What follows belongs to an exercise in optimizing a design on an open flow for small area and a short achievable clock period; a production flow would make more cautious choices.
In this exercise RTL edits were held to simulation tests only and were not proved equivalent to the original.

==> 01-18 <==
## infoled_core
module infoled_core (
    input  wire        clk,
    input  wire        rst,
    input  wire [31:0] now_us,
    input  wire        cmd_valid,
    input  wire [18:0] cmd_word,
    input  wire [5:0]  sym_rd_addr,
    output wire        out_symbol_value,
    output wire [7:0]  out_brightness,
    output wire        out_flatten,
    output wire [7:0]  ri_brightness,
    output wire        ri_calib_active,
    output wire [3:0]  ri_calib_index,
    output wire        ri_frame_active,
    output wire [5:0]  ri_frame_index,
    output wire [1:0]  checksum,
    output wire [15:0] payload_q,
    output wire [31:0] epoch_q,
    output wire [4:0]  status,
    output wire        sym_rd_data,
    output wire        sym_rd_valid
);
export LEC_CHECK = 0
export ABC_AREA = 1
export CAP_MARGIN = 20
export CORE_MARGIN = 2
export CORE_UTILIZATION = 55
export CTS_BUF_LIST = sky130_fd_sc_hd__clkbuf_8
export SLEW_MARGIN = 20
export SYNTH_HIERARCHICAL = 1
export SYNTH_MINIMUM_KEEP_SIZE = 0
create_clock -name core_clock -period 200.0 [get_ports {clk}]
standard.sh (not shown) runs the stock make flow with config.mk's settings and CLKGATE_MAP_FILE= SYNTH_SCRIPT=/design/flow/synth_recipe.tcl, a recipe that flattens the netlist after the stock synthesis.
==> flow/flow/run.sh <==
#!/bin/bash
set -euo pipefail
export BUFFER_PORTS_ARGS="-buffer_cell sky130_fd_sc_hd__buf_1"
bash standard.sh finish > standard_flow.log 2>&1
==> inputs of 06-09, as changes to 01-18 <==
- CORE_UTILIZATION: 55 -> 70
- GPL_TIMING_DRIVEN: default -> 1
==> inputs of 09-25, as changes to 01-18 <==
- CORE_UTILIZATION: 55 -> 80
==> notes <==
09-25 passed the timing, design-rule and antenna checks. 06-09 completed without violations. 01-18 passed the timing, design-rule and antenna checks.
Non-clock buffer count: 01-18 > 09-25 > 06-09.
Worst setup slack: 01-18 > 06-09 > 09-25.
Sequential share of layout area is about the same in 09-25 and 06-09.
Utilization: 01-18 < 06-09 < 09-25.
Critical path depth: 01-18 is lower than 09-25 (2).
In 06-09 the first-iteration DRC count is smaller than in 09-25, by about 47%.
The highest final cell count belongs to 01-18, the lowest to 09-25.
==> figures <==
item                                                     06-09        09-25        01-18
FILL cells                                                1463          842         2105
Final period demand of the worst path                109.21 ns    110.05 ns    109.12 ns
Count of non-filler cells in the finished layout          1893         1877         1951
M2 GR Usage                                             0.5099       0.7259       0.4414
R2R Path End                                       payload[13]  payload[13]   payload[9]
Maximum single-stage delay on the critical path        0.59 ns      0.52 ns      0.55 ns
First-pass iteration count of the detailed router            5            6            5
Met1 usage in global routing                            0.4304       0.5276       0.3623
Placement-stage cell area                          0.01327 mm2  0.01325 mm2  0.01336 mm2
Setup slack after placement                           90.96 ns     90.45 ns     91.02 ns
Result of the run             no timing/DRC/antenna violations  no timing/DRC/antenna violations  no timing/DRC/antenna violations
Utilization after layout                                0.7497       0.8724       0.5953
Global-route wire length before repair                49430 um     56990 um     50780 um
Initial antenna violation count                              0            1            0
Detailed router's first-iteration violation count          705         1326          483
Multi-input gate area                              0.01040 mm2  0.01039 mm2  0.01040 mm2
Crit. path cell count                                      159          161          159


==> inputs of 01-07 <==
infoled_core, a different RTL version from the one above (not shown whole).
==> flow/config.mk <==
export PLATFORM = sky130hd
export DESIGN_NAME = infoled_core
export DESIGN_NICKNAME = infoled_core
export VERILOG_FILES = /design/flow/design.v
export SDC_FILE = /design/flow/constraint.sdc
export NUM_CORES = 4
export LEC_CHECK = 0
export ABC_AREA = 1
export CAP_MARGIN = 20
export CORE_MARGIN = 2
export CORE_UTILIZATION = 55
export SLEW_MARGIN = 20
==> flow/constraint.sdc <==
create_clock -name core_clock -period 200.0 [get_ports {clk}]
set_input_delay 40.0000 -clock core_clock [delete_from_list [all_inputs] [get_ports {clk}]]
set_output_delay 40.0000 -clock core_clock [all_outputs]
set_load 0.01 [all_outputs]
Scripts as last shown in full above: flow/flow/run.sh
==> 07-12 (differences from 01-07) <==
==> flow/run.sh (new file) <==
#!/bin/bash
# synth_recipe.tcl (not shown) runs the flow's synth.tcl, then flattens the netlist and writes it again
# the make line also repeats each setting of config.mk as NAME=value (left out here)
make -C /OpenROAD-flow-scripts/flow DESIGN_CONFIG=/design/flow/config.mk WORK_HOME=/design/flow/orfs CLKGATE_MAP_FILE= SYNTH_SCRIPT=/design/flow/synth_recipe.tcl finish
removed: flow/flow/run.sh
removed: flow/standard.sh
==> run summary <==
In 01-07 the register-to-register slack is better than in 07-12, by 0.11 ns.
Hold slack: 01-07 is higher than 07-12 (0.0042 ns).
In 01-07 the via count is lower than in 07-12, by 0.89%.
In 07-12 the design area is larger than in 01-07, by 5.6%.
Clock skew: 01-07 is lower than 07-12 (0.0035 ns).
Area after synthesis is the same in 01-07 and 07-12.
In final cell count, 07-12 and 01-07 hardly differ.
Against 01-07, the global-route usage of 07-12 is higher by 0.58 points.
In die area, 01-07 and 07-12 do not differ.
==> figures <==
|  | 07-12 | 01-07 |
|---|---|---|
| WHS | 0.454 ns | 0.458 ns |
| Final WL | 39100 um | 38100 um |
| CP max stage delay | 0.95 ns | 0.94 ns |
| Met3 Routed Length | 1490 um | 1390 um |
| Placement-stage cell area | 17300 um^2 | 16300 um^2 |
| Weighted congestion at the end of routability-driven global placement | 0.925 | 0.899 |
| Via density per instance | 5.08 | 5.04 |
| Worst path setup slack after routing | 75.66 ns | 76.51 ns |
| GR Layer Usage met2 | 45.6% | 44.6% |
| Final core area utilization | 62.4% | 59.1% |
| Met2 routed wirelength | 18400 um | 17700 um |
| Outcome | complete, no violations | complete, no violations |
| Non-clock buffer instance count of the final layout | 152 | 151 |
| Buffer and inverter count on the worst path | 33 | 31 |
| Post-route clock period utilization | 62.2% | 61.7% |
| Fraction of area in registers | 6.09% | 6.43% |
| Non-clock buffers, area share | 8.72% | 3.62% |
| Worst clock skew | 0.00672 ns | 0.00322 ns |
| Met1 track demand over resource in global routing | 36.9% | 36.3% |
| Total number of vias | 13500 | 13300 |

## separate check: timing with driven ports
No port has a modelled driver above. Below, the same layouts with a new extraction and two added sets of constraints.
Step 1 (the two cells are an assumption about what drives the block):
set clk [get_ports {clk}]
set_driving_cell -lib_cell sky130_fd_sc_hd__clkbuf_16 $clk
set_driving_cell -lib_cell sky130_fd_sc_hd__buf_2 [delete_from_list [all_inputs] $clk]
Step 2 also shifts input and output timing later by t, the mid clock arrival at the registers, as if the neighbouring blocks saw the same clock.
Three values: ideal, step 1, step 2; two values: the first two.
run | t (ns) | setup WS [ns] | worst setup path at the end | pins driven straight from the clock port
01-18 | 0.352 | 90.879 / 90.857 / 90.857 | input to output | 1
06-09 | 0.355 | 90.794 / 90.774 / 90.774 | input to output | 1
09-25 | 0.351 | 89.950 / 89.930 / 89.930 | input to output | 1
01-07 | 0.330 | 76.508 / 76.479 / 76.479 | input to output | 1
07-12 | 0.340 | 75.656 / 75.630 / 75.630 | input to output | 1
After both steps setup and hold are still met in every run listed. The setup slack of 01-07, which loses most, moves by -0.029 ns with the drivers and by -0.029 ns with both steps.
